What follows belongs to an exercise in optimizing a design on an open flow for small area and a short achievable clock period; a production flow would make more cautious choices.
Where RTL was checked, it was by simulation tests only, not by an equivalence proof against the original.
The RTL of runs 2 and 7 was laid out without a check of its function.
Power is estimated from default activity; no workload was simulated.

**flow/design.v**
```verilog
module dc_cond (
    input  wire [2:0]  phase,
    input  wire [15:0] win,
    input  wire [9:0]  cnt,
    input  wire [15:0] crc,
    input  wire        prev_e,
    output wire        wp, ws, pf, pl, in_hop,
    output wire        fl0, fl1,       
    output wire        pr0, pr1,       
    output wire        hc0, hc1,       
    output wire        nostart,        
    output wire        stuff_err,      
    output wire        noend,          
    output wire        take,           
    output wire        pf_end,         
    output wire        byte_end,       
    output wire        crc_ok,         
    output wire        cnt_en,         
    output wire [9:0]  cnt_inc,
    output wire [15:0] crc_s
);
    localparam [15:0] CRC_POLY     = 16'h8408;
    localparam [15:0] CRC_RESIDUAL = 16'hF0B8;
    assign wp     = (phase == 3'd2);
    assign ws     = (phase == 3'd3);
    assign pf     = (phase == 3'd4);
    assign pl     = (phase == 3'd5);
    assign in_hop = (phase == 3'd6);
    wire b         = win[8];
    wire stuff_due = &win[7:3];
    wire c7        = (cnt[2:0] == 3'd7);
    wire flag_w = (win[15:9] == 7'b1111110);
    wire pre_w  = (win[15:1] == 15'h5555) & (cnt >= 10'd15);
    wire hop_w  = (cnt >= 10'd5);
    assign fl0 = flag_w & prev_e;
    assign fl1 = flag_w & ~prev_e;
    assign pr0 = pre_w & prev_e;
    assign pr1 = pre_w & ~prev_e;
    assign hc0 = hop_w & (~prev_e == win[15]);
    assign hc1 = hop_w & (prev_e == win[15]);
    assign nostart   = ws & (cnt[3:0] == 4'd15);
    assign stuff_err = pl & stuff_due & b;
    assign take      = pl & ~stuff_due;
    assign noend     = take & (cnt == 10'd1020);
    assign pf_end    = pf & c7;
    assign byte_end  = take & c7;
    assign crc_s     = {1'b0, crc[15:1]} ^ ((b ^ crc[0]) ? CRC_POLY : 16'h0000);
    assign crc_ok    = stuff_due ? (crc == CRC_RESIDUAL) : (crc_s == CRC_RESIDUAL);
    assign cnt_en    = wp | ws | pf | take;
    assign cnt_inc   = cnt + 10'd1;
endmodule
module daisy_core (
    input  wire       clk,
    input  wire       rst,
    input  wire       op_valid,
    input  wire [3:0] op,
    output reg        cmd_ready,
    output reg        rx_active,
    output reg        hop_request,
    output reg        rdata_valid,
    output wire [7:0] rdata,
    output reg        radio_req,
    output wire       radio_channel,
    output reg        sink_byte_valid,
    output wire [7:0] sink_byte,
    output reg        sink_commit,
    output reg        sink_begin,
    output wire       sink_begin_chan
);
    localparam [2:0] PH_OFF      = 3'd0;
    localparam [2:0] PH_WAITPRE  = 3'd2;
    localparam [2:0] PH_WAITSTA  = 3'd3;
    localparam [2:0] PH_PREFETCH = 3'd4;
    localparam [2:0] PH_PAYLOAD  = 3'd5;
    localparam [2:0] PH_HOP      = 3'd6;
    localparam [2:0] ERR_NONE    = 3'd0;
    localparam [2:0] ERR_NOSTART = 3'd1;
    localparam [2:0] ERR_STUFF   = 3'd2;
    localparam [2:0] ERR_NOEND   = 3'd3;
    localparam [2:0] ERR_CRC     = 3'd4;
    reg [2:0]  phase;
    reg [15:0] win;
    reg [9:0]  cnt;
    reg [7:0]  acc;
    reg [15:0] crc;
    reg        prev_e;
    reg        chan;
    reg [2:0]  err;
    reg [5:0]  tag;
    reg [5:0]  rd;
    assign rdata           = {2'b00, rd};
    assign radio_channel   = chan;
    assign sink_begin_chan = chan;
    assign sink_byte       = acc;
    wire        wp, ws, pf, pl, in_hop, fl0, fl1, pr0, pr1, hc0, hc1;
    wire        nostart, stuff_err, noend, take, pf_end, byte_end, crc_ok, cnt_en;
    wire [9:0]  cnt_inc;
    wire [15:0] crc_s;
    dc_cond u_cond (
        .phase(phase), .win(win), .cnt(cnt), .crc(crc), .prev_e(prev_e),
        .wp(wp), .ws(ws), .pf(pf), .pl(pl), .in_hop(in_hop),
        .fl0(fl0), .fl1(fl1), .pr0(pr0), .pr1(pr1), .hc0(hc0), .hc1(hc1),
        .nostart(nostart), .stuff_err(stuff_err), .noend(noend), .take(take),
        .pf_end(pf_end), .byte_end(byte_end), .crc_ok(crc_ok), .cnt_en(cnt_en),
        .cnt_inc(cnt_inc), .crc_s(crc_s)
    );
    wire e      = op[0];
    wire is_bit = op_valid & (op[3:1] == 3'b000);
    wire done   = op_valid & (op == 4'h5) & ~cmd_ready;    
    wire task_  = op_valid & cmd_ready;
    wire start  = task_ & (op == 4'h2);
    wire stop   = task_ & (op == 4'h3);
    wire serv   = task_ & (op == 4'h4) & in_hop;
    wire read   = task_ & (op[3:2] == 2'b10);
    wire takeer = task_ & (op == 4'hB);
    wire radio  = op_valid & (op[3:1] == 3'b001 || op == 4'h4);    
    wire fl  = e ? fl1 : fl0;
    wire pr  = e ? pr1 : pr0;
    wire hc  = e ? hc1 : hc0;
    wire d   = ~(prev_e ^ e);
    wire rs  = (nostart & ~fl) | stuff_err | (pl & fl) | noend;    
    wire clr = rs | (wp & pr) | (ws & fl) | pf_end;               
    reg [2:0] bphase;
    reg [2:0] berr;
    always @* begin
        bphase = phase;
        if (wp & pr)        bphase = PH_WAITSTA;
        else if (wp & hc)   bphase = PH_HOP;
        if (ws & fl)        bphase = PH_PREFETCH;
        if (pf_end)         bphase = PH_PAYLOAD;
        if (rs)             bphase = PH_WAITPRE;
        berr = err;
        if (nostart & ~fl)  berr = ERR_NOSTART;
        if (stuff_err)      berr = ERR_STUFF;
        else if (pl & fl)   berr = crc_ok ? err : ERR_CRC;
        else if (noend)     berr = ERR_NOEND;
    end
    wire [2:0] phase_n = is_bit ? bphase : done ? PH_WAITPRE : stop ? PH_OFF : phase;
    wire       ready_n = done | (cmd_ready & ~(start | serv));
    always @(posedge clk) begin
        if (is_bit) begin
            win    <= {d, win[15:1]};
            prev_e <= e;
        end
        if (is_bit & take) acc <= {win[8], acc[7:1]};
        if (is_bit & (take | pf_end)) crc <= pf_end ? 16'hFFFF : crc_s;
        if ((is_bit & clr) | done)  cnt <= 10'd0;
        else if (is_bit & cnt_en)   cnt <= cnt_inc;
        case (op[1:0])
            2'b00:   rd <= {3'd0, phase};
            2'b01:   rd <= {5'd0, chan};
            2'b10:   rd <= tag;
            default: rd <= {3'd0, err};
        endcase
        if (rst) begin
            phase           <= PH_OFF;
            prev_e          <= 1'b0;
            chan            <= 1'b0;
            err             <= ERR_NONE;
            tag             <= 6'd0;
            cmd_ready       <= 1'b1;
            rx_active       <= 1'b0;
            hop_request     <= 1'b0;
            rdata_valid     <= 1'b0;
            radio_req       <= 1'b0;
            sink_byte_valid <= 1'b0;
            sink_commit     <= 1'b0;
            sink_begin      <= 1'b0;
        end else begin
            phase           <= phase_n;
            chan            <= chan ^ serv;
            if (is_bit)      err <= berr;
            else if (takeer) err <= ERR_NONE;
            if (is_bit & pf_end) tag <= {d, win[15:11]};
            cmd_ready       <= ready_n;
            rx_active       <= done | (rx_active & ~stop);
            hop_request     <= is_bit ? (cmd_ready & (in_hop | (wp & ~pr & hc)))
                                      : (hop_request & ~radio);
            rdata_valid     <= read;
            radio_req       <= start | serv;
            sink_byte_valid <= is_bit & byte_end;
            sink_commit     <= is_bit & ~stuff_err & pl & fl & crc_ok;
            sink_begin      <= (is_bit & rs) | done;
        end
    end
endmodule
```
**flow/flow/run.sh**
```bash
#!/bin/bash
# ORFS layout through the standard.sh, with these changes:
#  - synthesis may not use the slow many-input OR / NOR cells (added to the
#    platform's don't-use list);
#  - ports are buffered with buf_4 instead of the smallest buffer the resizer picks;
#  - timing repair may swap a cell for one with another footprint.
# Each tool's output goes to a log file of its own in this folder.
set -euo pipefail
BASE=$(make -s -C "$FLOW_HOME" DESIGN_CONFIG="$PWD/config.mk" WORK_HOME="$PWD/orfs" print-DONT_USE_CELLS 2>/dev/null \
       | sed -n 's/^DONT_USE_CELLS: //p' | tail -1)
SLOW=""
for c in or3_1 or3_2 or3_4 or3b_1 or3b_2 or3b_4 or4_1 or4_2 or4_4 or4b_1 or4b_2 or4b_4 \
         or4bb_1 or4bb_2 or4bb_4 nor4_1 nor4_2 nor4_4 nor4b_1 nor4b_2 nor4b_4 nor4bb_1 nor4bb_2 nor4bb_4; do
  SLOW="$SLOW sky130_fd_sc_hd__$c"
done
echo "DONT_USE_CELLS=$BASE $SLOW" > dont_use.log
bash standard.sh "DONT_USE_CELLS=$BASE $SLOW" synth > synth.log 2>&1
bash standard.sh "DONT_USE_CELLS=$BASE $SLOW" MATCH_CELL_FOOTPRINT=0 \
  "BUFFER_PORTS_ARGS=-buffer_cell sky130_fd_sc_hd__buf_4" finish > layout.log 2>&1
```
**flow/standard.sh**
```bash
#!/bin/bash
# synth_recipe.tcl (not shown) runs the flow's synth.tcl, then flattens the netlist and writes it again
# the make line also repeats each setting of config.mk as NAME=value (left out here)
make -C /OpenROAD-flow-scripts/flow DESIGN_CONFIG=/design/flow/config.mk WORK_HOME=/design/flow/orfs CLKGATE_MAP_FILE= SYNTH_SCRIPT=/design/flow/synth_recipe.tcl "${@:-finish}"
```
**flow/config.mk**
```make
export PLATFORM = sky130hd
export DESIGN_NAME = daisy_core
export DESIGN_NICKNAME = daisy_core
export VERILOG_FILES = /design/flow/design.v
export SDC_FILE = /design/flow/constraint.sdc
export NUM_CORES = 4
export LEC_CHECK = 0
export CAP_MARGIN = 20
export CORE_MARGIN = 2
export CORE_UTILIZATION = 40
export SETUP_SLACK_MARGIN = 1.5
export SLEW_MARGIN = 20
```
**flow/constraint.sdc**
```tcl
create_clock -name core_clock -period 3.5 [get_ports {clk}]
set_input_delay 0.7000 -clock core_clock [delete_from_list [all_inputs] [get_ports {clk}]]
set_output_delay 0.7000 -clock core_clock [all_outputs]
set_load 0.01 [all_outputs]
```
==> run_results.csv, run 1 <==
group,metric,value,unit
final_layout,final_cells,453,
synthesis,ys_seq_elements,77,
sta,fin_skew,0.00580,ns
final_layout,syn2layout_area_growth,18.2,%
detailed_routing,viasPerCell,5.24,
synthesis,synth-simple-area-share,23.5,%
clock_network,cts_buffers,9,
detailed_routing,wl_per_cell,15.0,um
power_and_ir_drop,ir_drop,227,uV
sta,max_freq,513,MHz
die,fp-row-count,33,
sta,tns,0,ns
placement,io_buffers,30,
synthesis,syn_area,3390,sq um
clock_network,cts.sink_count,77,
outcome,outcome,"finished clean",
synthesis,yosysSeqAreaShare,57.0,%
clock_network,cts_tree,"yes",
synthesis,yosysWarnings,1,
clock_network,cts_buffer_depth,2,
synthesis,synthCells,309,
die,die_x,96.1,um
final_layout,finish.net_count,355,
clock_network,h-tree-depth,3,
global_routing,grtUsageMet1,19.9,%
global_routing,grt_pass1_vias,2294,
final_layout,num-fill-cells,755,
sta,drv_slew,0,
final_layout,drive_gt1_share,23.3,%
global_routing,grtUsageTotal,15.7,%
final_layout,final-seq-area,1940,sq um
synthesis,synth_common_cells,"39 x edfxtp_1, 38 x dfxtp_1, 30 x nor2_1",
synthesis,synth_xor_area_share,3.84,%
clock_network,hold_buffers,0,
global_routing,grt-busiest-layer,"met2",
detailed_routing,wl,6780,um
synthesis,synth.area.top_cells,"edfxtp_1 35%, dfxtp_1 22%, nand2b_1 3.7%, nor2_1 3.3%, nand2_1 2.9%",
critical_path,cp.required,3.74,ns
die,die_height,96.1,um
critical_path,cpPeakStageDelay,0.40,ns
critical_path,end_kind,"flop",
global_routing,grt_util_met2,24.8,%
sta,layout_min_cycle_time,1.95,ns
critical_path,cp_top_family,"simple AND/OR/NAND/NOR gates",
synthesis,synth.distinct_cells,55,
critical_path,worstPathCellList,"nand4b_1 -> nor3_4 -> mux2i_2 -> and4_4 -> a221o_1 -> o21ai_1",
final_layout,antenna_cells,0,
global_routing,overflow,0,
detailed_routing,num_vias,2374,
die,start_util,41.3,%
synthesis,synthAdderAreaFrac,1.85,%
global_routing,gr-usage-met3,4.46,%
critical_path,critPathBufInv,0,
die,io_pins,33,
synthesis,avgSynthCellArea,11.0,sq um
synthesis,synth_compound_area_share,8.97,%
synthesis,yosysTopAreaCell,"edfxtp_1",
detailed_routing,dr.pass1.iters,4,
global_routing,grt_pass1_wl,10800,um
critical_path,cp_max_fo,5,
detailed_routing,drc,0,
power_and_ir_drop,p_per_area,421,nW/um^2
sta,setup_viol,0,
clock_network,clock_latency,0.35,ns
min_path,hp-class,"reg2reg",
sta,fin_crit_sh,55.7,%
placement,placed_cells,433,
synthesis,synth_top_area_share,34.5,%
synthesis,ys.flop_type,"edfxtp_1",
critical_path,start_kind,"flop",
critical_path,startpoint,"win[9]",
job,cap_viol_max_count,0,
placement,dp_slack,0.908,ns
synthesis,synth_edf_count,39,
synthesis,synth-async-reset-ratio,0,%
global_routing,grt_antenna_before_repair,0,
min_path,worstHoldStart,"win[3]",
power_and_ir_drop,power.leakage,1.54,nW
final_layout,multi_input_area,1450,sq um
sta,hold_viol,0,
detailed_routing,drt-initial-drc-count,97,
critical_path,r2r-start,"win[9]",
critical_path,worst_path_max_delay_cell,"edfxtp_1",
synthesis,synth_top_family_by_area,"simple AND/OR/NAND/NOR gates",
synthesis,post-synth-top-count-cell,"edfxtp_1",
detailed_routing,ant_nets,0,
critical_path,worstSetupPathType,"reg2reg",
placement,hpwl,4630,um
clock_network,clk_pin_slew,0.08,ns
critical_path,crit_arrival,2.19,ns
sta,rsz0062_at_grt,"yes",
global_routing,grt_max_degree,31,
sta,setup_slack,1.55,ns
clock_network,cts_root_buffer,"clkbuf_8",
placement,gp_congestion,0.787,
synthesis,synth.area.mux_share,2.14,%
die,die_area,9230,sq um
die,core-area,8220,sq um
==> placed cells by master (no fill, tap or decap), types with 4 or more instances in the layout <==
cell and n:
edfxtp_1 39, dfxtp_1 35, buf_4 34, nor2_1 29, nand2_1 24, nand2b_1 20
nand3_1 16, a21oi_1 14, xor2_1 10, o21ai_0 9, clkbuf_8 9, and3_1 7
and2_1 6, inv_1 5, nand4_1 5, ha_1 5, mux2i_1 4
==> power by group <==
group / switching (W) / internal, W
registers: 0.00000906 / 0.000949
logic: 0.0000439 / 0.0000277
clock network: 0.000327 / 0.000329
total: 0.000380 / 0.00131
==> worst reg2reg max path: stages, from the launching register on <==
cell	delay, ns
edfxtp_1	0.40
nand4b_1	0.25
nor3_4	0.33
mux2i_2	0.35
and4_4	0.30
a221o_1	0.15
o21ai_1	0.05
==> final timing paths <==
kind                   end  slack (ns)  cells after the start
setup / recovery  phase[1]        1.55                      6
setup reg to reg  phase[1]        1.55                      6
hold reg to reg     win[2]        0.44                      0
hold / removal      win[2]        0.44                      0
==> timing repair <==
action,4_1_cts,5_1_grt
hold endpoints to repair,0,0
gates resized for setup,10,14
buffers inserted,3,1
pin swaps,0,8
endpoints found under the setup margin,40,47
==> per-layer routing <==
metal | up-vias | wire, um
met1 | 1143 | 3220
met3 | 10 | 270
li1 | 1173 | -
met5 | - | 0
met2 | 48 | 3190
met4 | 0 | 95
==> registers in the layout, indices dropped and copies added, names as in the netlist <==
name             cells
crc                 16
win                 15
cnt                 10
acc                  8
rd                   6
tag                  6
err                  3
phase                3
chan                 1
cmd_ready            1
hop_request          1
prev_e               1
radio_req            1
rdata_valid          1
rx_active            1
sink_begin           1
sink_byte_valid      1
sink_commit          1
==> per-stage QoR <==
step / util (%) / hold WS (ns) / cell area (sq um) / power [W]
floorplan: - / 0.417 / 3420 / 0.00103
global placement: 45.2 / 0.423 / 3710 / 0.00105
detailed placement: 45.2 / 0.425 / 3710 / 0.00105
CTS: 48.2 / 0.436 / 3960 / 0.00171
global route: 48.8 / 0.456 / 4010 / 0.00175
finish: 48.8 / 0.439 / 4010 / 0.00169
==> cells by family after synthesis <==
family,after synthesis
buf+inv,20
xor+xnor,14
compound gates,45
other cells,1
flops,77
mux,6
simple gates,141
fa+ha+maj,5
==> area by class of cell <==
type                            instances  area share, %
Clock buffer                           10           3.18
Clock inverter                          6           1.59
Inverter                                8           1.06
Multi-Input combinational cell        213           36.2
Sequential cell                        77           48.3
Tap cell                              105           3.28
Timing Repair Buffer                   34           6.37
==> inputs of run 2 (changes only) <==
--- a/flow/design.v
+++ b/flow/design.v
@@ -30,8 +30,8 @@
     wire stuff_due = &win[7:3];
     wire c7        = (cnt[2:0] == 3'd7);
     wire flag_w = (win[15:9] == 7'b1111110);
-    wire pre_w  = (win[15:1] == 15'h5555) & (cnt >= 10'd15);
-    wire hop_w  = (cnt >= 10'd5);
+    wire pre_w  = (win[15:1] == 15'h5555) & (cnt[4] | (cnt[3:0] == 4'd15));
+    wire hop_w  = cnt[4] | cnt[3] | (cnt[2] & (cnt[1] | cnt[0]));
     assign fl0 = flag_w & prev_e;
     assign fl1 = flag_w & ~prev_e;
     assign pr0 = pre_w & prev_e;
--- a/flow/config.mk
+++ b/flow/config.mk
@@ -8,5 +8,5 @@
 export CAP_MARGIN = 20
 export CORE_MARGIN = 2
 export CORE_UTILIZATION = 40
-export SETUP_SLACK_MARGIN = 1.5
+export SETUP_SLACK_MARGIN = 1.6
 export SLEW_MARGIN = 20
==> run_results.csv, run 2 <==
group,metric,value,unit
synthesis,synth_edf_count,39,
sta,fin_crit_sh,55.4,%
detailed_routing,viasPerCell,5.25,
final_layout,drive_gt1_share,29.5,%
final_layout,reg_top3,"crc (16), win (15), cnt (10)",
synthesis,post-synth-top-count-cell,"edfxtp_1",
critical_path,worst-r2r-setup-slack,1.56,ns
detailed_routing,ant_nets,0,
critical_path,worstSetupPathType,"reg2reg",
placement,dp_slack,0.945,ns
synthesis,ys_seq_elements,77,
final_layout,mostFrequentLayoutCell,"buf_4",
min_path,hp-class,"reg2reg",
die,die_height,96.0,um
synthesis,avgSynthCellArea,10.8,sq um
detailed_routing,drt-initial-drc-count,95,
final_layout,largest-register,"crc",
job,cap_viol_max_count,0,
global_routing,grt_pass1_wl,11400,um
synthesis,synth_top_area_share,34.6,%
placement,gp_congestion,0.796,
sta,setup_slack,1.56,ns
detailed_routing,wl,7280,um
synthesis,synth.area.top_cells,"edfxtp_1 35%, dfxtp_1 22%, nand2_1 3.5%, nand2b_1 3.5%, a21oi_1 2.7%",
synthesis,ys.flop_type,"edfxtp_1",
final_layout,antenna_cells,0,
sta,slew_headroom,55.5,%
clock_network,h-tree-depth,3,
global_routing,grtUsageTotal,16.6,%
final_layout,final-seq-area,1940,sq um
power_and_ir_drop,design_power_total,0.00161,W
clock_network,hold_buffers,0,
synthesis,synthCells,312,
synthesis,syn_area,3380,sq um
die,die_area,9210,sq um
detailed_routing,dr.pass1.iters,4,
detailed_routing,drc,0,
final_layout,syn2layout_area_growth,26.3,%
die,start_util,41.2,%
sta,hold_viol,0,
clock_network,cts_buffers,9,
power_and_ir_drop,ir_drop,145,uV
clock_network,cts_buffer_depth,2,
final_layout,multi_input_area,1590,sq um
final_layout,num-fill-cells,734,
critical_path,crit_arrival,2.19,ns
sta,layout_min_cycle_time,1.94,ns
final_layout,final_cell_mix,"44 x buf_4, 39 x edfxtp_1, 34 x dfxtp_1",
critical_path,cp_max_fo,5,
sta,tns,0,ns
die,die_x,96.0,um
global_routing,grt_antenna_before_repair,0,
detailed_routing,num_vias,2458,
synthesis,synth.distinct_cells,50,
clock_network,clk_pin_slew,0.08,ns
critical_path,end_kind,"flop",
sta,tightest_slew,0.666,ns
sta,rsz0062_at_grt,"yes",
global_routing,overflow,0,
sta,drv_slew,0,
placement,hpwl,4820,um
die,io_pins,33,
outcome,outcome,"finished clean",
clock_network,cts_root_buffer,"clkbuf_8",
final_layout,largest_reg_flops,16,
placement,io_buffers,30,
clock_network,clock_latency,0.36,ns
sta,fin_skew,0.0110,ns
final_layout,design_area,4270,sq um
sta,max_freq,516,MHz
clock_network,cts_tree,"yes",
global_routing,grt_max_degree,29,
detailed_routing,wl_per_cell,15.5,um
synthesis,synth_common_cells,"39 x edfxtp_1, 38 x dfxtp_1, 32 x nand2_1",
synthesis,yosysTopAreaCell,"edfxtp_1",
sta,setup_viol,0,
critical_path,start_kind,"flop",
power_and_ir_drop,p_per_area,377,nW/um^2
synthesis,yosysWarnings,1,
power_and_ir_drop,power.leakage,1.60,nW
synthesis,yosysSeqAreaShare,57.1,%
sta,hold_ws,0.451,ns
die,fp-row-count,33,
synthesis,synth-async-reset-ratio,0,%
global_routing,grt_pass1_vias,2273,
final_layout,finish.net_count,369,
critical_path,cp.required,3.75,ns
placement,dpl-instance-area,3730,sq um
die,core-area,8220,sq um
clock_network,cts.sink_count,77,
[run 2: stage by stage]
step / util, % / std cells
2_1_floorplan: - / 313
3_3_place_gp: 45.3 / 434
6_report: 52.0 / 468
4_1_cts: 50.0 / 460
3_5_place_dp: 45.3 / 434
5_1_grt: 52.0 / 468
[run 2: where the power goes]
part | internal [W] | switching, W | total, W
clock | 0.000256 | 0.000330 | 0.000586
combinational | 0.0000297 | 0.0000397 | 0.0000693
sequential | 0.000946 | 0.00000821 | 0.000954
total | 0.00123 | 0.000378 | 0.00161
[run 2: area by class of cell]
type | instances | share of cell area [%]
Clock buffer | 10 | 2.99
Tap cell | 105 | 3.07
Clock inverter | 6 | 0.907
Timing Repair Buffer | 48 | 9.51
Sequential cell | 77 | 45.4
Multi-Input combinational cell | 214 | 37.2
Inverter | 8 | 0.878
[run 2: final timing paths]
check | startpoint | end | depth (start not counted)
worst max-delay path | win[9] | cnt[8] | 8
worst max register to register | win[9] | cnt[8] | 8
worst min-delay path | tag[4] | tag[4] | 2
worst min register to register | tag[4] | tag[4] | 2
[run 2: cell families (layout without fill, tap and decap cells)]
kind of cell / count (synthesis) / count (layout) / share of synthesized area, %
buffers and inverters: 22 / 72 / 2.88
multiplexers: 4 / 4 / 1.55
XOR/XNOR: 14 / 14 / 3.62
AND/OR/NAND/NOR: 143 / 143 / 24.4
flip-flops: 77 / 77 / 57.1
AO/OA/AOI/OAI: 47 / 47 / 8.91
other: 1 / 2 / 0.111
adder cells (fa/ha/maj): 4 / 4 / 1.48
[run 2: what timing repair did]
item / 4_1_cts / 5_1_grt
gates resized for setup: 32 / 19
cloned: 0 / 1
endpoints found under the hold margin: 0 / 0
pin swaps: 8 / 8
setup buffers: 10 / 7
setup endpoints to repair: 35 / 32
[run 2: critical path, stage by stage (launching register included)]
cell and delay (ns):
edfxtp_1 0.40, nand4b_1 0.25, nor3_4 0.35, buf_6 0.16
a21oi_4 0.05, nor2b_4 0.13, o211ai_4 0.24, clkbuf_16 0.20
nor2_1 0.04
[run 2: routing by layer]
metal	vias up	routed length (um)	track usage, %
met2	35	3370	25.0
met1	1197	3560	22.9
met3	15	196	3.29
li1	1211	-	-
met4	0	153	7.50
met5	-	0	0
==> inputs of run 3 (changes only) <==
--- a/flow/design.v
+++ b/flow/design.v
@@ -30,8 +30,8 @@
     wire stuff_due = &win[7:3];
     wire c7        = (cnt[2:0] == 3'd7);
     wire flag_w = (win[15:9] == 7'b1111110);
-    wire pre_w  = (win[15:1] == 15'h5555) & (cnt[4] | (cnt[3:0] == 4'd15));
-    wire hop_w  = cnt[4] | cnt[3] | (cnt[2] & (cnt[1] | cnt[0]));
+    wire pre_w  = (win[15:1] == 15'h5555) & (cnt >= 10'd15);
+    wire hop_w  = (cnt >= 10'd5);
     assign fl0 = flag_w & prev_e;
     assign fl1 = flag_w & ~prev_e;
     assign pr0 = pre_w & prev_e;
--- a/flow/flow/run.sh
+++ b/flow/flow/run.sh
@@ -2,7 +2,7 @@
 # ORFS layout through the standard.sh, with these changes:
 #  - synthesis may not use the slow many-input OR / NOR cells (added to the
 #    platform's don't-use list);
-#  - ports are buffered with buf_4 instead of the smallest buffer the resizer picks;
+#  - ports are buffered with buf_2 instead of the smallest buffer the resizer picks;
 #  - timing repair may swap a cell for one with another footprint.
 # Each tool's output goes to a log file of its own in this folder.
 set -euo pipefail
@@ -16,4 +16,4 @@
 echo "DONT_USE_CELLS=$BASE $SLOW" > dont_use.log
 bash standard.sh "DONT_USE_CELLS=$BASE $SLOW" synth > synth.log 2>&1
 bash standard.sh "DONT_USE_CELLS=$BASE $SLOW" MATCH_CELL_FOOTPRINT=0 \
-  "BUFFER_PORTS_ARGS=-buffer_cell sky130_fd_sc_hd__buf_4" finish > layout.log 2>&1
+  "BUFFER_PORTS_ARGS=-buffer_cell sky130_fd_sc_hd__buf_2" finish > layout.log 2>&1
==> run_results.csv, run 3 <==
group,metric,value,unit
outcome,outcome,"finished clean",
power_and_ir_drop,switching_share,22.3,%
critical_path,crit_arrival,2.13,ns
sta,setup_viol,0,
synthesis,synth.area.top_cells,"edfxtp_1 35%, dfxtp_1 22%, nand2b_1 3.7%, nor2_1 3.3%, nand2_1 2.9%",
sta,hold_viol,0,
synthesis,synth_top_area_share,34.5,%
critical_path,cp_max_fo,4,
sta,layout_min_cycle_time,1.90,ns
die,fp-row-count,33,
final_layout,design_area,4110,sq um
synthesis,yosysSeqAreaShare,57.0,%
power_and_ir_drop,p_per_area,422,nW/um^2
power_and_ir_drop,power.leakage,1.60,nW
power_and_ir_drop,clockPowerShare,40.3,%
clock_network,clk_pin_slew,0.08,ns
synthesis,avgSynthCellArea,11.0,sq um
min_path,whs_path_depth,0,
final_layout,final_util,50.0,%
global_routing,grt_pass1_vias,2146,
die,die_area,9230,sq um
critical_path,worst-r2r-setup-slack,1.60,ns
placement,gp_congestion,0.774,
final_layout,largest-register,"crc",
placement,hpwl,4520,um
power_and_ir_drop,pwr-share-comb,4.5,%
critical_path,reg2reg_depth,6,
die,die_height,96.1,um
final_layout,num-fill-cells,742,
clock_network,cts_buffer_depth,2,
detailed_routing,num_vias,2383,
placement,dpl-instance-area,3650,sq um
critical_path,startpoint,"win[9]",
die,die_x,96.1,um
global_routing,grt_antenna_before_repair,0,
power_and_ir_drop,p_seq_share,55.2,%
clock_network,cts.sink_count,77,
global_routing,grt_pass1_wl,10600,um
clock_network,cts_tree,"yes",
detailed_routing,viasPerCell,5.11,
final_layout,drive_gt1_share,27.7,%
synthesis,synth.distinct_cells,55,
die,io_pins,33,
synthesis,synthCells,309,
critical_path,end_kind,"flop",
final_layout,final_cell_mix,"39 x edfxtp_1, 34 x dfxtp_1, 29 x nor2_1",
synthesis,yosysTopAreaCell,"edfxtp_1",
critical_path,timing.rr.end,"phase[1]",
power_and_ir_drop,ir_drop,183,uV
synthesis,yosysWarnings,1,
synthesis,post-synth-top-count-cell,"edfxtp_1",
global_routing,overflow,0,
power_and_ir_drop,intPower,0.00135,W
clock_network,hold_buffers,0,
synthesis,syn_area,3390,sq um
global_routing,grtUsageTotal,15.4,%
final_layout,largest_reg_flops,16,
sta,tns,0,ns
global_routing,grt_max_degree,31,
clock_network,cts_buffers,9,
final_layout,mostFrequentLayoutCell,"edfxtp_1",
synthesis,synth_common_cells,"39 x edfxtp_1, 38 x dfxtp_1, 30 x nor2_1",
detailed_routing,wl,6870,um
synthesis,synth_edf_count,39,
final_layout,reg_top3,"crc (16), win (15), cnt (10)",
final_layout,antenna_cells,0,
critical_path,r2r-start,"win[9]",
sta,fin_skew,0.0118,ns
sta,drv_slew,0,
detailed_routing,drt-initial-drc-count,142,
synthesis,ys_seq_elements,77,
critical_path,worstSetupPathType,"reg2reg",
sta,fin_crit_sh,54.3,%
clock_network,clock_latency,0.35,ns
placement,io_buffers,30,
power_and_ir_drop,p_switching,0.000386,W
critical_path,cp.required,3.73,ns
sta,rsz0062_at_grt,"yes",
detailed_routing,dr.pass1.iters,5,
detailed_routing,drc,0,
min_path,hp-class,"reg2reg",
clock_network,h-tree-depth,3,
sta,max_freq,527,MHz
detailed_routing,wl_per_cell,14.8,um
job,cap_viol_max_count,0,
synthesis,synth-async-reset-ratio,0,%
die,start_util,41.3,%
clock_network,cts_root_buffer,"clkbuf_8",
detailed_routing,ant_nets,0,
synthesis,ys.flop_type,"edfxtp_1",
die,core-area,8220,sq um
critical_path,worst_setup_path_endpoint,"phase[1]",
critical_path,start_kind,"flop",
final_layout,finish.net_count,368,
final_layout,syn2layout_area_growth,21.3,%
## run 3: layout make-up
type                            count  area [sq um]  share of cell area [%]
Sequential cell                    77          1940                    47.2
Multi-Input combinational cell    213          1500                    36.5
Timing Repair Buffer               46           279                    6.79
Clock buffer                       11           151                    3.68
Tap cell                          105           131                    3.20
Clock inverter                      5          56.3                    1.37
Inverter                            8          42.5                    1.03
Timing Repair inverter              1          8.76                   0.213
## run 3: repair_timing
item,in CTS,in global routing
pin swaps,1,6
resized for setup,14,19
buffers inserted,4,12
endpoints found under the setup margin,40,32
cloned,0,1
## run 3: power by group through the flow
stage	sequential [W]	combinational, W	clock, W
finish	0.000959	0.0000782	0.000699
global route	0.000960	0.0000878	0.000749
CTS	0.000958	0.0000703	0.000709
detailed placement	0.000978	0.0000686	0
global placement	0.000978	0.0000676	0
floorplan	0.000976	0.0000514	0
## run 3: worst min path at each step
stage / start / to / slack, ns
floorplan: win[3] / win[2] / 0.42
global placement: win[7] / win[6] / 0.42
detailed placement: win[7] / win[6] / 0.43
CTS: win[7] / win[6] / 0.45
global route: win[7] / win[6] / 0.46
finish: win[7] / win[6] / 0.45
## run 3: through the flow
stage | cells | power (W) | hold WS (ns) | worst slack (ns)
after floorplan | 310 | 0.00103 | 0.417 | 1.61
after global placement | 433 | 0.00105 | 0.421 | 1.06
after detailed placement | 433 | 0.00105 | 0.429 | 1.01
after CTS | 453 | 0.00174 | 0.447 | 1.60
after global routing | 466 | 0.00180 | 0.465 | 1.54
final | 466 | 0.00174 | 0.454 | 1.60
## run 3: logic make-up (layout without fill, tap and decap cells)
group                      Yosys count  in the layout  share of synthesized area [%]
and+or+nand+nor                    141            141                           23.5
xor gates and xnor gates            14             14                           3.84
adders and majority gates            5              5                           1.85
muxes                                6              6                           2.14
AOI/OAI and AO/OA                   45             45                           8.97
other                                1              2                          0.111
buffers and inverters               20             71                           2.62
DFF                                 77             77                           57.0
## run 3: worst max-delay path: stages (launching register included)
cell	delay, ns
edfxtp_1	0.39
nand4b_1	0.24
nor3_4	0.29
mux2i_2	0.31
and4_4	0.31
a221o_1	0.17
o21ai_1	0.06
## run 3: metal layers
layer | share of wire [%] | GRT usage, % | vias up
met2 | 44 | 21.9 | 42
met5 | 0 | 0 | -
met4 | 1.9 | 6.43 | 0
met1 | 50 | 22.2 | 1128
met3 | 3.6 | 3.99 | 10
li1 | - | - | 1203
==> inputs of run 4 (changes only) <==
--- a/flow/flow/run.sh
+++ b/flow/flow/run.sh
@@ -2,7 +2,7 @@
 # ORFS layout through the standard.sh, with these changes:
 #  - synthesis may not use the slow many-input OR / NOR cells (added to the
 #    platform's don't-use list);
-#  - ports are buffered with buf_2 instead of the smallest buffer the resizer picks;
+#  - ports are buffered with buf_1 instead of the smallest buffer the resizer picks;
 #  - timing repair may swap a cell for one with another footprint.
 # Each tool's output goes to a log file of its own in this folder.
 set -euo pipefail
@@ -16,4 +16,4 @@
 echo "DONT_USE_CELLS=$BASE $SLOW" > dont_use.log
 bash standard.sh "DONT_USE_CELLS=$BASE $SLOW" synth > synth.log 2>&1
 bash standard.sh "DONT_USE_CELLS=$BASE $SLOW" MATCH_CELL_FOOTPRINT=0 \
-  "BUFFER_PORTS_ARGS=-buffer_cell sky130_fd_sc_hd__buf_2" finish > layout.log 2>&1
+  "BUFFER_PORTS_ARGS=-buffer_cell sky130_fd_sc_hd__buf_1" finish > layout.log 2>&1
==> run_results.csv, run 4 <==
group,metric,value,unit
synthesis,yosysTopAreaCell,"edfxtp_1",
final_layout,antenna_cells,0,
critical_path,crit_arrival,2.15,ns
synthesis,synth_common_cells,"39 x edfxtp_1, 38 x dfxtp_1, 30 x nor2_1",
placement,hpwl,4700,um
sta,fin_crit_sh,54.6,%
die,core-area,8220,sq um
critical_path,cp_max_fo,5,
critical_path,critPathBufInv,1,
detailed_routing,wl_per_cell,15.2,um
clock_network,cts.sink_count,77,
clock_network,hold_buffers,0,
synthesis,yosysWarnings,1,
sta,drv_slew,0,
die,die_x,96.1,um
detailed_routing,viasPerCell,5.19,
sta,layout_min_cycle_time,1.91,ns
die,die_area,9230,sq um
critical_path,end_kind,"flop",
detailed_routing,wl,7120,um
final_layout,final_util,49.8,%
global_routing,grtUsageTotal,16.5,%
clock_network,cts_buffers,9,
detailed_routing,drc,0,
synthesis,ys_seq_elements,77,
sta,fin_skew,0.0132,ns
critical_path,worstPathCellList,"buf_6 -> xnor2_4 -> nor3_4 -> mux2i_4 -> and4_4 -> a221o_1 -> o21ai_1",
sta,slew_headroom,66.4,%
critical_path,cp_top_family,"simple AND/OR/NAND/NOR gates",
critical_path,cp.required,3.74,ns
global_routing,grt_max_degree,31,
synthesis,synth-async-reset-ratio,0,%
clock_network,cts_tree,"yes",
power_and_ir_drop,power.leakage,1.51,nW
synthesis,synth_top_area_share,34.5,%
synthesis,post-synth-top-count-cell,"edfxtp_1",
final_layout,drive_gt1_share,22.0,%
sta,rsz0062_at_grt,"yes",
critical_path,start_kind,"primary input",
outcome,outcome,"finished clean",
synthesis,ys.flop_type,"edfxtp_1",
clock_network,h-tree-depth,3,
synthesis,synth_edf_count,39,
global_routing,grt_pass1_vias,2218,
die,die_height,96.1,um
synthesis,syn_area,3390,sq um
sta,hold_viol,0,
global_routing,overflow,0,
final_layout,mostFrequentLayoutCell,"edfxtp_1",
clock_network,clock_latency,0.36,ns
synthesis,synth.area.top_cells,"edfxtp_1 35%, dfxtp_1 22%, nand2b_1 3.7%, nor2_1 3.3%, nand2_1 2.9%",
sta,tns,0,ns
synthesis,avgSynthCellArea,11.0,sq um
detailed_routing,dr.pass1.iters,5,
final_layout,syn2layout_area_growth,20.7,%
min_path,hp-class,"reg2reg",
critical_path,worst_path_max_delay_cell,"mux2i_4",
power_and_ir_drop,ir_drop,225,uV
sta,max_freq,523,MHz
synthesis,synthCells,309,
final_layout,finish.net_count,371,
job,cap_viol_max_count,0,
final_layout,final_cell_mix,"39 x edfxtp_1, 34 x dfxtp_1, 29 x nor2_1",
synthesis,synth.distinct_cells,55,
final_layout,largest-register,"crc",
final_layout,reg_top3,"crc (16), win (15), cnt (10)",
clock_network,cts_root_buffer,"clkbuf_8",
global_routing,grt_pass1_wl,11500,um
die,fp-row-count,33,
detailed_routing,num_vias,2432,
die,io_pins,33,
power_and_ir_drop,p_per_area,407,nW/um^2
global_routing,grt_antenna_before_repair,0,
placement,io_buffers,30,
die,start_util,41.3,%
sta,tightest_slew,0.504,ns
detailed_routing,drt-initial-drc-count,145,
sta,setup_viol,0,
critical_path,worstSetupPathType,"in2reg",
clock_network,clk_pin_slew,0.09,ns
clock_network,cts_buffer_depth,2,
detailed_routing,ant_nets,0,
synthesis,yosysSeqAreaShare,57.0,%
placement,gp_congestion,0.806,
final_layout,largest_reg_flops,16,
critical_path,cpPeakStageDelay,0.32,ns
-- run 4: cell types whose count changed in the layout (fill, tap and decap cells not counted), sizes merged --
| cell | delta |
|---|---|
| inv | +3 |
| bufinv | -1 |
| buf | -3 |
| clkinvlp | +1 |
| clkinv | -1 |
| o21ai | +1 |
| clkbuf | +2 |
| nand2 | +1 |
-- run 4: where the power goes --
| part | total (W) | internal, W | switching [W] |
|---|---|---|---|
| Combinational | 0.0000827 | 0.0000332 | 0.0000495 |
| Sequential | 0.000958 | 0.000950 | 0.00000890 |
| Clock | 0.000622 | 0.000266 | 0.000356 |
-- run 4: cells by family after synthesis --
kind of cell               after synthesis  share of synthesized area, %
and+or+nand+nor                        141                          23.5
DFF                                     77                          57.0
muxes                                    6                          2.14
AOI/OAI and AO/OA                       45                          8.97
other                                    1                         0.111
adders and majority gates                5                          1.85
buffers and inverters                   20                          2.62
xor gates and xnor gates                14                          3.84
-- run 4: layout make-up --
class	instances	area [sq um]
clock buffers	9	124
multi-input cells	215	1540
clock inverters	7	53.8
inverters	8	42.5
repair buffers	47	256
flip-flops and latches	77	1940
repair inverters	1	8.76
fillers	748	4130
well taps	105	131
-- run 4: through the flow --
step / std cells / setup WS [ns] / total power, W / hold slack (ns) / area, sq um
final: 469 / 1.59 / 0.00166 / 0.451 / 4090
after global routing: 469 / 1.53 / 0.00173 / 0.456 / 4090
after CTS: 455 / 1.60 / 0.00166 / 0.451 / 3910
after detailed placement: 434 / 0.844 / 0.00105 / 0.436 / 3620
after global placement: 434 / 0.889 / 0.00104 / 0.420 / 3620
after floorplan: 310 / 1.61 / 0.00103 / 0.417 / 3450
-- run 4: worst paths after layout --
check	start	slack [ns]	cells after the start	end
setup / recovery	op[0]	1.59	7	phase[1]
hold / removal	win[2]	0.45	0	win[1]
hold reg to reg	win[2]	0.45	0	win[1]
setup reg to reg	win[9]	1.63	6	phase[1]
-- run 4: repair_timing --
item,4_1_cts,5_1_grt
endpoints found under the setup margin,48,46
setup buffers,4,12
pin swaps,4,8
cloned,1,2
gates resized for setup,21,23
-- run 4: routing by layer --
layer	track usage (%)	share of wire [%]	wire (um)
met1	23.1	50	3540
met2	24.4	45	3210
met3	5.01	3.7	261
met4	5.12	1.7	118
met5	0	0	0
==> inputs of run 5 (changes only) <==
--- a/flow/config.mk
+++ b/flow/config.mk
@@ -8,5 +8,5 @@
 export CAP_MARGIN = 20
 export CORE_MARGIN = 2
 export CORE_UTILIZATION = 40
-export SETUP_SLACK_MARGIN = 1.6
+export SETUP_SLACK_MARGIN = 1.5
 export SLEW_MARGIN = 20
==> run_results.csv, run 5 <==
group,metric,value,unit
clock_network,cts.sink_count,77,
detailed_routing,viasPerCell,5.22,
power_and_ir_drop,p_per_area,411,nW/um^2
die,start_util,41.3,%
critical_path,critPathBufInv,0,
critical_path,cpPeakStageDelay,0.48,ns
global_routing,grtUsageTotal,16.2,%
final_layout,largest-register,"crc",
synthesis,yosysWarnings,1,
sta,hold_viol,0,
synthesis,post-synth-top-count-cell,"edfxtp_1",
clock_network,clock_latency,0.35,ns
placement,dp_slack,0.679,ns
critical_path,worstPathCellList,"and3b_2 -> and4_1 -> a31oi_4 -> and3_4 -> a2111oi_2 -> o21ba_1",
synthesis,synth_edf_count,39,
sta,fin_crit_sh,56.2,%
die,fp-row-count,33,
synthesis,yosysTopAreaCell,"edfxtp_1",
critical_path,cp_top_family,"simple AND/OR/NAND/NOR gates",
critical_path,end_kind,"flop",
die,die_area,9230,sq um
final_layout,syn2layout_area_growth,15.9,%
sta,drv_slew,0,
detailed_routing,dr.pass1.iters,4,
die,io_pins,33,
detailed_routing,drc,0,
job,cap_viol_max_count,0,
detailed_routing,wl_per_cell,15.4,um
final_layout,mostFrequentLayoutCell,"edfxtp_1",
clock_network,cts_tree,"yes",
global_routing,grt_pass1_wl,11200,um
sta,slew_headroom,66.3,%
sta,setup_slack,1.53,ns
critical_path,crit_arrival,2.26,ns
global_routing,overflow,0,
detailed_routing,wl,7020,um
synthesis,ys_seq_elements,77,
synthesis,synth_common_cells,"39 x edfxtp_1, 38 x dfxtp_1, 30 x nor2_1",
critical_path,start_kind,"flop",
placement,io_buffers,30,
synthesis,avgSynthCellArea,11.0,sq um
sta,tightest_slew,0.505,ns
synthesis,synthCells,309,
synthesis,synth-async-reset-ratio,0,%
final_layout,largest_reg_flops,16,
critical_path,worst_path_max_delay_cell,"dfxtp_2",
detailed_routing,drt-initial-drc-count,84,
detailed_routing,ant_nets,0,
synthesis,syn_area,3390,sq um
final_layout,antenna_cells,0,
final_layout,drive_gt1_share,15.9,%
placement,gp_congestion,0.784,
detailed_routing,num_vias,2384,
sta,layout_min_cycle_time,1.97,ns
global_routing,grt_max_degree,31,
min_path,hp-class,"reg2reg",
critical_path,cp_max_fo,9,
global_routing,grt_antenna_before_repair,0,
final_layout,reg_top3,"crc (16), win (15), cnt (10)",
sta,max_freq,508,MHz
clock_network,cts_root_buffer,"clkbuf_8",
global_routing,grt_pass1_vias,2217,
critical_path,cp.required,3.79,ns
sta,setup_viol,0,
sta,rsz0062_at_grt,"no",
synthesis,yosysSeqAreaShare,57.0,%
final_layout,finish.net_count,359,
final_layout,final_cell_mix,"39 x edfxtp_1, 35 x dfxtp_1, 29 x nor2_1",
placement,hpwl,4770,um
clock_network,clk_pin_slew,0.08,ns
synthesis,synth.area.top_cells,"edfxtp_1 35%, dfxtp_1 22%, nand2b_1 3.7%, nor2_1 3.3%, nand2_1 2.9%",
power_and_ir_drop,ir_drop,179,uV
outcome,outcome,"finished clean",
synthesis,synth.distinct_cells,55,
die,core-area,8220,sq um
power_and_ir_drop,power.leakage,1.44,nW
synthesis,ys.flop_type,"edfxtp_1",
critical_path,worstSetupPathType,"reg2reg",
die,die_height,96.1,um
clock_network,cts_buffer_depth,2,
clock_network,h-tree-depth,3,
clock_network,cts_buffers,9,
die,die_x,96.1,um
sta,tns,0,ns
sta,fin_skew,0.00937,ns
synthesis,synth_top_area_share,34.5,%
## run 5: cell counts after synthesis
No cell type changed its count.
## run 5: layer usage
layer | vias up | wire (um) | track usage (%)
met1 | 1148 | 3310 | 20.9
met2 | 42 | 3350 | 26.2
met5 | - | 0 | 0
li1 | 1183 | - | -
met4 | 0 | 116 | 6.07
met3 | 11 | 244 | 3.99
## run 5: what timing repair did
action,CTS,global route
endpoints found under the setup margin,48,28
setup buffers,2,3
gates cloned,1,0
gates resized for setup,16,13
pin swaps,2,0
hold buffers,0,0
## run 5: per-stage QoR
stage          total power, W  hold WS, ns  cells  utilization (%)  area [sq um]
3_5_place_dp          0.00104        0.428    434             43.9          3610
5_1_grt               0.00168        0.444    457             47.8          3930
3_3_place_gp          0.00104        0.421    434             43.9          3610
2_1_floorplan         0.00103        0.417    310                -          3420
4_1_cts               0.00163        0.442    453             46.8          3840
6_report              0.00162        0.440    457             47.8          3930
## run 5: path summary, 6_finish.rpt
kind                  from      to  slack [ns]  cells past startpoint
setup / recovery  phase[0]  err[0]        1.53                      6
hold / removal      win[7]  win[6]        0.44                      0
setup reg to reg  phase[0]  err[0]        1.53                      6
hold reg to reg     win[7]  win[6]        0.44                      0
## run 5: power by group
part | leakage, nW | switching (W) | internal, W
sequential | 0.660 | 0.00000880 | 0.000949
combinational | 0.708 | 0.0000448 | 0.0000274
clock | 0.0759 | 0.000331 | 0.000255
total | 1.44 | 0.000385 | 0.00123
## run 5: layout make-up
class	count	area (sq um)
fill	750	4290
timing repair buffer	37	175
tap	105	131
sequential	77	1940
multi-input combinational	214	1480
clock inverter	6	40.0
clock buffer	10	128
inverter	8	42.5
## run 5: cell families (layout without fill, tap and decap cells)
kind of cell | after synthesis | in the layout | share of synthesized area (%)
compound gates | 45 | 45 | 8.97
other cells | 1 | 2 | 0.111
mux | 6 | 6 | 2.14
buf+inv | 20 | 61 | 2.62
simple gates | 141 | 142 | 23.5
fa+ha+maj | 5 | 5 | 1.85
xor+xnor | 14 | 14 | 3.84
flops | 77 | 77 | 57.0
==> inputs of run 6 (changes only) <==
--- a/flow/design.v
+++ b/flow/design.v
@@ -113,7 +113,6 @@
     wire serv   = task_ & (op == 4'h4) & in_hop;
     wire read   = task_ & (op[3:2] == 2'b10);
     wire takeer = task_ & (op == 4'hB);
-    wire radio  = op_valid & (op[3:1] == 3'b001 || op == 4'h4);    
     wire fl  = e ? fl1 : fl0;
     wire pr  = e ? pr1 : pr0;
     wire hc  = e ? hc1 : hc0;
@@ -174,8 +173,7 @@
             if (is_bit & pf_end) tag <= {d, win[15:11]};
             cmd_ready       <= ready_n;
             rx_active       <= done | (rx_active & ~stop);
-            hop_request     <= is_bit ? (cmd_ready & (in_hop | (wp & ~pr & hc)))
-                                      : (hop_request & ~radio);
+            hop_request     <= (phase_n == PH_HOP) & ready_n;
             rdata_valid     <= read;
             radio_req       <= start | serv;
             sink_byte_valid <= is_bit & byte_end;
==> flow/flow/run.sh (replaced) <==
#!/bin/bash
# ORFS layout through the standard.sh, with these changes:
#  - synthesis may not use the slow many-input OR / NOR / AND and 3-input XOR cells (added to the
#    platform's don't-use list);
#  - ports are buffered with buf_4 instead of the smallest buffer the resizer picks;
#  - timing repair may swap a cell for one with another footprint.
# Each tool's output goes to a log file of its own in this folder.
set -euo pipefail
BASE=$(make -s -C "$FLOW_HOME" DESIGN_CONFIG="$PWD/config.mk" WORK_HOME="$PWD/orfs" print-DONT_USE_CELLS 2>/dev/null \
       | sed -n 's/^DONT_USE_CELLS: //p' | tail -1)
SLOW=""
for c in or3_1 or3_2 or3_4 or3b_1 or3b_2 or3b_4 or4_1 or4_2 or4_4 or4b_1 or4b_2 or4b_4 \
         or4bb_1 or4bb_2 or4bb_4 xor3_1 xor3_2 xor3_4 xnor3_1 xnor3_2 xnor3_4 and4_1 and4_2 and4_4 and4b_1 and4b_2 and4b_4 and4bb_1 and4bb_2 and4bb_4 nor4_1 nor4_2 nor4_4 nor4b_1 nor4b_2 nor4b_4 nor4bb_1 nor4bb_2 nor4bb_4; do
  SLOW="$SLOW sky130_fd_sc_hd__$c"
done
echo "DONT_USE_CELLS=$BASE $SLOW" > dont_use.log
bash standard.sh "DONT_USE_CELLS=$BASE $SLOW" synth > synth.log 2>&1
bash standard.sh "DONT_USE_CELLS=$BASE $SLOW" MATCH_CELL_FOOTPRINT=0 \
  "BUFFER_PORTS_ARGS=-buffer_cell sky130_fd_sc_hd__buf_4" finish > layout.log 2>&1
--- a/flow/config.mk
+++ b/flow/config.mk
@@ -8,5 +8,5 @@
 export CAP_MARGIN = 20
 export CORE_MARGIN = 2
 export CORE_UTILIZATION = 40
-export SETUP_SLACK_MARGIN = 1.5
+export SETUP_SLACK_MARGIN = 2.0
 export SLEW_MARGIN = 20
==> run_results.csv, run 6 <==
group,metric,value,unit
synthesis,ys.flop_type,"edfxtp_1",
sta,fin_skew,0.00710,ns
sta,setup_slack,1.47,ns
power_and_ir_drop,ir_drop,233,uV
synthesis,yosysSeqAreaShare,58.0,%
detailed_routing,drt-initial-drc-count,124,
detailed_routing,ant_nets,0,
critical_path,start_kind,"flop",
global_routing,overflow,0,
power_and_ir_drop,power.leakage,1.68,nW
detailed_routing,wl,7570,um
min_path,hp-class,"reg2reg",
clock_network,cts_buffer_depth,2,
critical_path,cp_top_family,"simple AND/OR/NAND/NOR gates",
synthesis,ys_seq_elements,77,
clock_network,cts_tree,"yes",
critical_path,worst_path_max_delay_cell,"edfxtp_1",
critical_path,cpPeakStageDelay,0.39,ns
placement,gp_congestion,0.840,
synthesis,yosysTopAreaCell,"edfxtp_1",
critical_path,worstPathCellList,"nand4b_1 -> nand3b_1 -> nand3_1 -> nand4b_1 -> a21o_1 -> a31oi_2 -> and3_1",
clock_network,h-tree-depth,3,
die,die_area,9080,sq um
detailed_routing,viasPerCell,5.11,
placement,hpwl,4630,um
synthesis,yosysWarnings,1,
power_and_ir_drop,clockPowerShare,36.2,%
detailed_routing,wl_met2,3590,um
sta,layout_min_cycle_time,2.03,ns
critical_path,crit_arrival,2.32,ns
clock_network,cts_root_buffer,"clkbuf_8",
final_layout,largest-register,"crc",
clock_network,cts_buffers,9,
sta,tns,0,ns
critical_path,critPathBufInv,0,
detailed_routing,wl_per_cell,15.6,um
final_layout,multi_input_area,1590,sq um
sta,hold_viol,0,
synthesis,synth.area.top_cells,"edfxtp_1 35%, dfxtp_1 23%, nor2_1 4.1%, nand2b_1 3.4%, nand2_1 2.9%",
final_layout,largest_reg_flops,16,
final_layout,mostFrequentLayoutCell,"edfxtp_1",
die,core-area,8130,sq um
critical_path,worstSetupPathType,"reg2reg",
die,die_x,95.3,um
power_and_ir_drop,intPower,0.00124,W
detailed_routing,drc,0,
clock_network,cts.sink_count,77,
clock_network,clock_latency,0.35,ns
global_routing,grt_antenna_before_repair,0,
sta,hold_ws,0.458,ns
global_routing,grt_pass1_wl,11900,um
final_layout,final-seq-area,1970,sq um
final_layout,reg_top3,"crc (16), win (15), cnt (10)",
sta,rsz0062_at_grt,"yes",
detailed_routing,wl_met3,438,um
die,start_util,41.0,%
sta,fin_crit_sh,57.9,%
global_routing,grt_pass1_vias,2386,
global_routing,grtUsageTotal,17.3,%
synthesis,synthCells,309,
global_routing,grt_max_degree,27,
final_layout,final_util,55.9,%
sta,setup_viol,0,
sta,drv_slew,0,
sta,max_freq,494,MHz
die,fp-row-count,33,
final_layout,antenna_cells,0,
synthesis,syn_area,3330,sq um
die,die_height,95.3,um
power_and_ir_drop,design_power_total,0.00162,W
detailed_routing,num_vias,2484,
final_layout,final_cell_mix,"39 x edfxtp_1, 34 x buf_4, 28 x buf_6",
synthesis,avgSynthCellArea,10.8,sq um
detailed_routing,dr.max_layer_used,"met4",
detailed_routing,wl_met1,3450,um
placement,io_buffers,30,
power_and_ir_drop,switching_share,23.8,%
synthesis,synth-async-reset-ratio,0,%
detailed_routing,dr.pass1.iters,5,
critical_path,end_kind,"flop",
critical_path,worst_path_most_repeated_cell,"nand4b_1",
power_and_ir_drop,p_per_area,358,nW/um^2
placement,dp_slack,1.02,ns
die,io_pins,33,
final_layout,finish.net_count,388,
critical_path,cp.required,3.79,ns
synthesis,synth.distinct_cells,47,
final_layout,num-fill-cells,698,
synthesis,synth_top_area_share,35.1,%
job,cap_viol_max_count,0,
synthesis,synth_edf_count,39,
final_layout,syn2layout_area_growth,36.3,%
outcome,outcome,"finished clean",
synthesis,post-synth-top-count-cell,"edfxtp_1",
synthesis,synth_common_cells,"39 x edfxtp_1, 38 x dfxtp_1, 36 x nor2_1",
power_and_ir_drop,p_switching,0.000386,W
critical_path,cp_max_fo,5,
power_and_ir_drop,pwr-share-comb,4.9,%
power_and_ir_drop,p_seq_share,58.9,%
final_layout,drive_gt1_share,38.3,%
clock_network,clk_pin_slew,0.08,ns
## run 6: cell types whose count changed in the layout (fill, tap and decap cells not counted), moves of 4 or more
cell	previous run	this run
buf_1	27	0
buf_4	6	34
buf_6	1	28
dfxtp_1	35	17
dfxtp_2	3	16
dfxtp_4	0	5
inv_1	6	2
nand3_1	17	13
nor2_4	0	6
o21ai_0	10	2
o21ai_1	1	6
## run 6: cell type report
class	instances	share of cell area (%)
flip-flops and latches	77	43.4
multi-input cells	215	35.0
repair buffers	66	14.0
well taps	105	2.89
clock buffers	10	2.81
clock inverters	6	0.881
inverters	6	0.826
repair inverters	1	0.193
## run 6: per-stage QoR
step	instance area [sq um]	instances
2_1_floorplan	3490	310
3_3_place_gp	3740	432
3_5_place_dp	3740	432
4_1_cts	4160	461
5_1_grt	4540	486
6_report	4540	486
## run 6: what timing repair did
| action | in CTS | in global routing |
|---|---|---|
| resized for setup | 42 | 48 |
| gates cloned | 0 | 2 |
| buffers inserted | 13 | 23 |
| setup endpoints to repair | 87 | 90 |
| hold buffers | 0 | 0 |
| pin swaps | 7 | 15 |
## run 6: cell families after synthesis
group / after synthesis / synth area share, %
fa+ha+maj: 5 / 1.88
xor+xnor: 14 / 3.90
other cells: 1 / 0.113
flops: 77 / 58.0
compound gates: 38 / 7.47
buf+inv: 19 / 2.74
mux: 9 / 3.12
simple gates: 146 / 22.8
## run 6: power groups by stage
stage	logic (W)	clock network (W)	registers [W]
after floorplan	0.0000495	0	0.000974
after global placement	0.0000643	0	0.000977
after detailed placement	0.0000651	0	0.000977
after CTS	0.0000712	0.000610	0.000955
after global routing	0.0000882	0.000648	0.000958
final	0.0000796	0.000588	0.000957
## run 6: routing by layer
| layer | GRT usage [%] | up-vias |
|---|---|---|
| met5 | 0 | - |
| met4 | 5.31 | 0 |
| met3 | 6.01 | 9 |
| met2 | 25.2 | 54 |
| met1 | 24.3 | 1191 |
| li1 | - | 1230 |
## run 6: worst paths after layout
kind / start / end / slack [ns] / cells after the start
max: win[9] / hop_request / 1.47 / 7
min reg2reg: tag[5] / rd[5] / 0.46 / 1
max reg2reg: win[9] / hop_request / 1.47 / 7
min: tag[5] / rd[5] / 0.46 / 1
## run 6: worst register-to-register path: cells and delay by family (launching register included)
| kind | cells | cell delay (ns) |
|---|---|---|
| flip-flops | 1 | 0.39 |
| AND/OR/NAND/NOR | 5 | 1.19 |
| AO/OA/AOI/OAI | 2 | 0.40 |
==> inputs of run 7 (changes only) <==
--- a/flow/design.v
+++ b/flow/design.v
@@ -55,8 +55,8 @@
     input  wire       op_valid,
     input  wire [3:0] op,
     output reg        cmd_ready,
-    output reg        rx_active,
-    output reg        hop_request,
+    output wire       rx_active,
+    output wire       hop_request,
     output reg        rdata_valid,
     output wire [7:0] rdata,
     output reg        radio_req,
@@ -92,6 +92,8 @@
     assign radio_channel   = chan;
     assign sink_begin_chan = chan;
     assign sink_byte       = acc;
+    assign rx_active       = (phase != PH_OFF);
+    assign hop_request     = (phase == PH_HOP) & cmd_ready;
     wire        wp, ws, pf, pl, in_hop, fl0, fl1, pr0, pr1, hc0, hc1;
     wire        nostart, stuff_err, noend, take, pf_end, byte_end, crc_ok, cnt_en;
     wire [9:0]  cnt_inc;
@@ -158,8 +160,6 @@
             err             <= ERR_NONE;
             tag             <= 6'd0;
             cmd_ready       <= 1'b1;
-            rx_active       <= 1'b0;
-            hop_request     <= 1'b0;
             rdata_valid     <= 1'b0;
             radio_req       <= 1'b0;
             sink_byte_valid <= 1'b0;
@@ -172,8 +172,6 @@
             else if (takeer) err <= ERR_NONE;
             if (is_bit & pf_end) tag <= {d, win[15:11]};
             cmd_ready       <= ready_n;
-            rx_active       <= done | (rx_active & ~stop);
-            hop_request     <= (phase_n == PH_HOP) & ready_n;
             rdata_valid     <= read;
             radio_req       <= start | serv;
             sink_byte_valid <= is_bit & byte_end;
--- a/flow/flow/run.sh
+++ b/flow/flow/run.sh
@@ -1,6 +1,6 @@
 #!/bin/bash
 # ORFS layout through the standard.sh, with these changes:
-#  - synthesis may not use the slow many-input OR / NOR / AND and 3-input XOR cells (added to the
+#  - synthesis may not use the slow many-input OR / NOR cells (added to the
 #    platform's don't-use list);
 #  - ports are buffered with buf_4 instead of the smallest buffer the resizer picks;
 #  - timing repair may swap a cell for one with another footprint.
@@ -10,7 +10,7 @@
        | sed -n 's/^DONT_USE_CELLS: //p' | tail -1)
 SLOW=""
 for c in or3_1 or3_2 or3_4 or3b_1 or3b_2 or3b_4 or4_1 or4_2 or4_4 or4b_1 or4b_2 or4b_4 \
-         or4bb_1 or4bb_2 or4bb_4 xor3_1 xor3_2 xor3_4 xnor3_1 xnor3_2 xnor3_4 and4_1 and4_2 and4_4 and4b_1 and4b_2 and4b_4 and4bb_1 and4bb_2 and4bb_4 nor4_1 nor4_2 nor4_4 nor4b_1 nor4b_2 nor4b_4 nor4bb_1 nor4bb_2 nor4bb_4; do
+         or4bb_1 or4bb_2 or4bb_4 nor4_1 nor4_2 nor4_4 nor4b_1 nor4b_2 nor4b_4 nor4bb_1 nor4bb_2 nor4bb_4; do
   SLOW="$SLOW sky130_fd_sc_hd__$c"
 done
 echo "DONT_USE_CELLS=$BASE $SLOW" > dont_use.log
--- a/flow/config.mk
+++ b/flow/config.mk
@@ -8,5 +8,5 @@
 export CAP_MARGIN = 20
 export CORE_MARGIN = 2
 export CORE_UTILIZATION = 40
-export SETUP_SLACK_MARGIN = 2.0
+export SETUP_SLACK_MARGIN = 1.6
 export SLEW_MARGIN = 20
==> run_results.csv, run 7 <==
group,metric,value,unit
sta,tns,0,ns
critical_path,cp_max_fo,12,
critical_path,crit_arrival,2.21,ns
sta,hold_viol,0,
die,core-area,8260,sq um
global_routing,grt_pass1_vias,2217,
detailed_routing,viasPerCell,5.20,
sta,setup_viol,0,
clock_network,h-tree-depth,3,
final_layout,largest-register,"crc",
detailed_routing,drc,0,
clock_network,cts_buffer_depth,2,
power_and_ir_drop,ir_drop,233,uV
synthesis,synth.distinct_cells,64,
synthesis,synth.area.top_cells,"edfxtp_1 34%, dfxtp_1 21%, nor2_1 3.7%, mux2i_1 3.2%, nand2b_1 2.8%",
final_layout,num-fill-cells,747,
detailed_routing,ant_nets,0,
synthesis,synth-async-reset-ratio,0,%
final_layout,largest_reg_flops,16,
clock_network,cts.sink_count,75,
critical_path,cpPeakStageDelay,0.39,ns
final_layout,mostFrequentLayoutCell,"buf_4",
critical_path,startpoint,"op[0]",
critical_path,worstPathCellList,"buf_4 -> xor2_4 -> and3_4 -> o32ai_4 -> nor2b_4 -> a31oi_4 -> clkbuf_16 -> nor2_1",
detailed_routing,num_vias,2363,
die,die_x,96.3,um
global_routing,grt_max_degree,18,
clock_network,clk_pin_slew,0.08,ns
synthesis,ys_seq_elements,75,
synthesis,synthCells,295,
detailed_routing,dr.pass1.iters,4,
final_layout,syn2layout_area_growth,26.2,%
die,fp-row-count,33,
critical_path,critPathBufInv,2,
synthesis,synth_edf_count,39,
synthesis,yosysSeqAreaShare,55.5,%
power_and_ir_drop,p_per_area,381,nW/um^2
sta,rsz0062_at_grt,"yes",
clock_network,cts_root_buffer,"clkbuf_8",
final_layout,reg_top3,"crc (16), win (15), cnt (10)",
critical_path,worst_path_max_delay_cell,"o32ai_4",
min_path,worstHoldStart,"win[3]",
synthesis,post-synth-top-count-cell,"edfxtp_1",
detailed_routing,drt-initial-drc-count,121,
clock_network,hold_buffers,0,
global_routing,grtUsageTotal,15.8,%
min_path,hp-class,"reg2reg",
critical_path,worstSetupPathType,"in2reg",
global_routing,grt_antenna_before_repair,0,
power_and_ir_drop,power.leakage,1.66,nW
sta,drv_slew,0,
sta,fin_skew,0.0140,ns
die,start_util,41.3,%
sta,layout_min_cycle_time,1.98,ns
synthesis,ys.flop_type,"edfxtp_1",
critical_path,r2r-start,"win[12]",
global_routing,overflow,0,
final_layout,final_cell_mix,"46 x buf_4, 39 x edfxtp_1, 31 x dfxtp_1",
final_layout,drive_gt1_share,33.8,%
clock_network,cts_buffers,9,
critical_path,cp.required,3.74,ns
die,io_pins,33,
synthesis,avgSynthCellArea,11.6,sq um
sta,fin_crit_sh,56.5,%
detailed_routing,wl_per_cell,15.9,um
critical_path,end_kind,"flop",
detailed_routing,wl,7240,um
critical_path,start_kind,"primary input",
synthesis,syn_area,3410,sq um
outcome,outcome,"finished clean",
synthesis,yosysTopAreaCell,"edfxtp_1",
die,die_height,96.3,um
synthesis,yosysWarnings,1,
job,cap_viol_max_count,0,
critical_path,cp_top_family,"compound AO/OA/AOI/OAI gates",
synthesis,synth_top_area_share,34.3,%
clock_network,cts_tree,"yes",
final_layout,finish.net_count,356,
placement,gp_congestion,0.937,
clock_network,clock_latency,0.35,ns
synthesis,synth_common_cells,"39 x edfxtp_1, 36 x dfxtp_1, 34 x nor2_1",
die,die_area,9280,sq um
global_routing,grt_pass1_wl,11000,um
final_layout,antenna_cells,0,
placement,hpwl,4700,um
sta,max_freq,506,MHz
final_layout,final_util,52.1,%
placement,io_buffers,30,
## run 7: changes by cell type in the layout (fill, tap and decap cells not counted), moves of 4 or more
| cell | before | now |
|---|---|---|
| buf_4 | 34 | 46 |
| nand2_1 | 24 | 16 |
| inv_1 | 2 | 7 |
| buf_6 | 28 | 0 |
| dfxtp_2 | 16 | 3 |
| dfxtp_1 | 17 | 31 |
| mux2i_1 | 7 | 11 |
| a21oi_1 | 11 | 5 |
| nand3_1 | 13 | 9 |
| o21ai_1 | 6 | 1 |
## run 7: path summary, 6_finish.rpt
kind / to / slack [ns] / cells after the start
worst max-delay path: cnt[6] / 1.52 / 8
worst min register to register: win[2] / 0.44 / 0
worst min-delay path: win[2] / 0.44 / 0
worst max register to register: cnt[6] / 1.54 / 7
## run 7: final cells by class
| type | instances | area, sq um | area share (%) |
|---|---|---|---|
| clock buffers | 9 | 124 | 2.88 |
| flip-flops and latches | 75 | 1900 | 44.2 |
| well taps | 105 | 131 | 3.05 |
| inverters | 8 | 33.8 | 0.785 |
| clock inverters | 7 | 57.6 | 1.34 |
| repair buffers | 49 | 410 | 9.53 |
| multi-input cells | 201 | 1650 | 38.2 |
## run 7: cells by family (layout without fill, tap and decap cells)
family	Yosys count	in the layout	synth area share, %
adders and majority gates	5	5	1.83
buffers and inverters	21	73	3.04
DFF	75	75	55.5
other	1	2	0.110
and+or+nand+nor	134	134	22.8
AOI/OAI and AO/OA	33	34	8.80
muxes	12	12	3.89
xor gates and xnor gates	14	14	4.04
## run 7: repair_timing
item                       CTS  global route
pin swaps                    3            15
resized for setup           13            31
setup buffers               11             7
cloned                       0             2
setup endpoints to repair   50            34
## run 7: routing by layer
metal | wire length [um] | up-vias | GRT usage (%)
li1 | - | 1154 | -
met5 | 0 | - | 0
met2 | 3390 | 54 | 25.6
met4 | 146 | 0 | 4.81
met1 | 3360 | 1141 | 20.6
met3 | 350 | 14 | 4.31
## run 7: power breakdown
group	total [W]	internal, W	switching (W)	leakage, nW
clock	0.000621	0.000268	0.000353	0.0886
sequential	0.000936	0.000925	0.0000110	0.644
combinational	0.0000824	0.0000354	0.0000470	0.928
## run 7: per-stage QoR
| step | hold WS, ns | instances | cell area (sq um) | setup slack, ns | total power, W |
|---|---|---|---|---|---|
| 2_1_floorplan | 0.417 | 296 | 3470 | 1.51 | 0.00101 |
| 3_3_place_gp | 0.424 | 418 | 3750 | 1.10 | 0.00103 |
| 3_5_place_dp | 0.424 | 418 | 3750 | 1.11 | 0.00103 |
| 4_1_cts | 0.443 | 445 | 4070 | 1.49 | 0.00165 |
| 5_1_grt | 0.448 | 454 | 4310 | 1.47 | 0.00171 |
| 6_report | 0.443 | 454 | 4310 | 1.52 | 0.00164 |

separate check: timing with driven ports:
No port has a modelled driver above. Below, the same layouts with a new extraction and two added sets of constraints. Step 1 sets driving cells, clkbuf_16 on the clock port and buf_2 on the other inputs (assumed; they add their load-dependent delay and slew). Step 2 times the ports against the registers' clock, not the clock port: input delays grow and output delays shrink by t, the midpoint of the rising clock arrivals with the driver on. Three values: ideal, step 1, step 2; two values: the first two.
run | t (ns) | slack for setup (ns) | worst setup path at the end | latest minus earliest clock arrival (ns) | worst register clock-pin slew, ns
run 1 | 0.381 | 1.550 / 1.550 / 1.182 | input to register | 0.006 / 0.006 | 0.08 / 0.08
run 2 | 0.384 | 1.563 / 1.563 / 1.216 | input to register | 0.012 / 0.012 | 0.08 / 0.08
run 3 | 0.378 | 1.601 / 1.601 / 1.264 | input to register | 0.012 / 0.012 | 0.09 / 0.09
run 4 | 0.387 | 1.588 / 1.592 / 1.205 | input to register | 0.014 / 0.013 | 0.09 / 0.09
run 5 | 0.377 | 1.532 / 1.532 / 1.226 | input to register | 0.009 / 0.010 | 0.08 / 0.08
run 6 | 0.381 | 1.474 / 1.474 / 1.150 | input to register | 0.008 / 0.007 | 0.08 / 0.08
run 7 | 0.375 | 1.524 / 1.526 / 1.157 | input to register | 0.014 / 0.014 | 0.09 / 0.09
After both steps setup and hold are still met in every run listed. For run 4, which loses most, drivers alone change the setup slack by +0.004 ns; drivers and shift together by -0.383 ns.
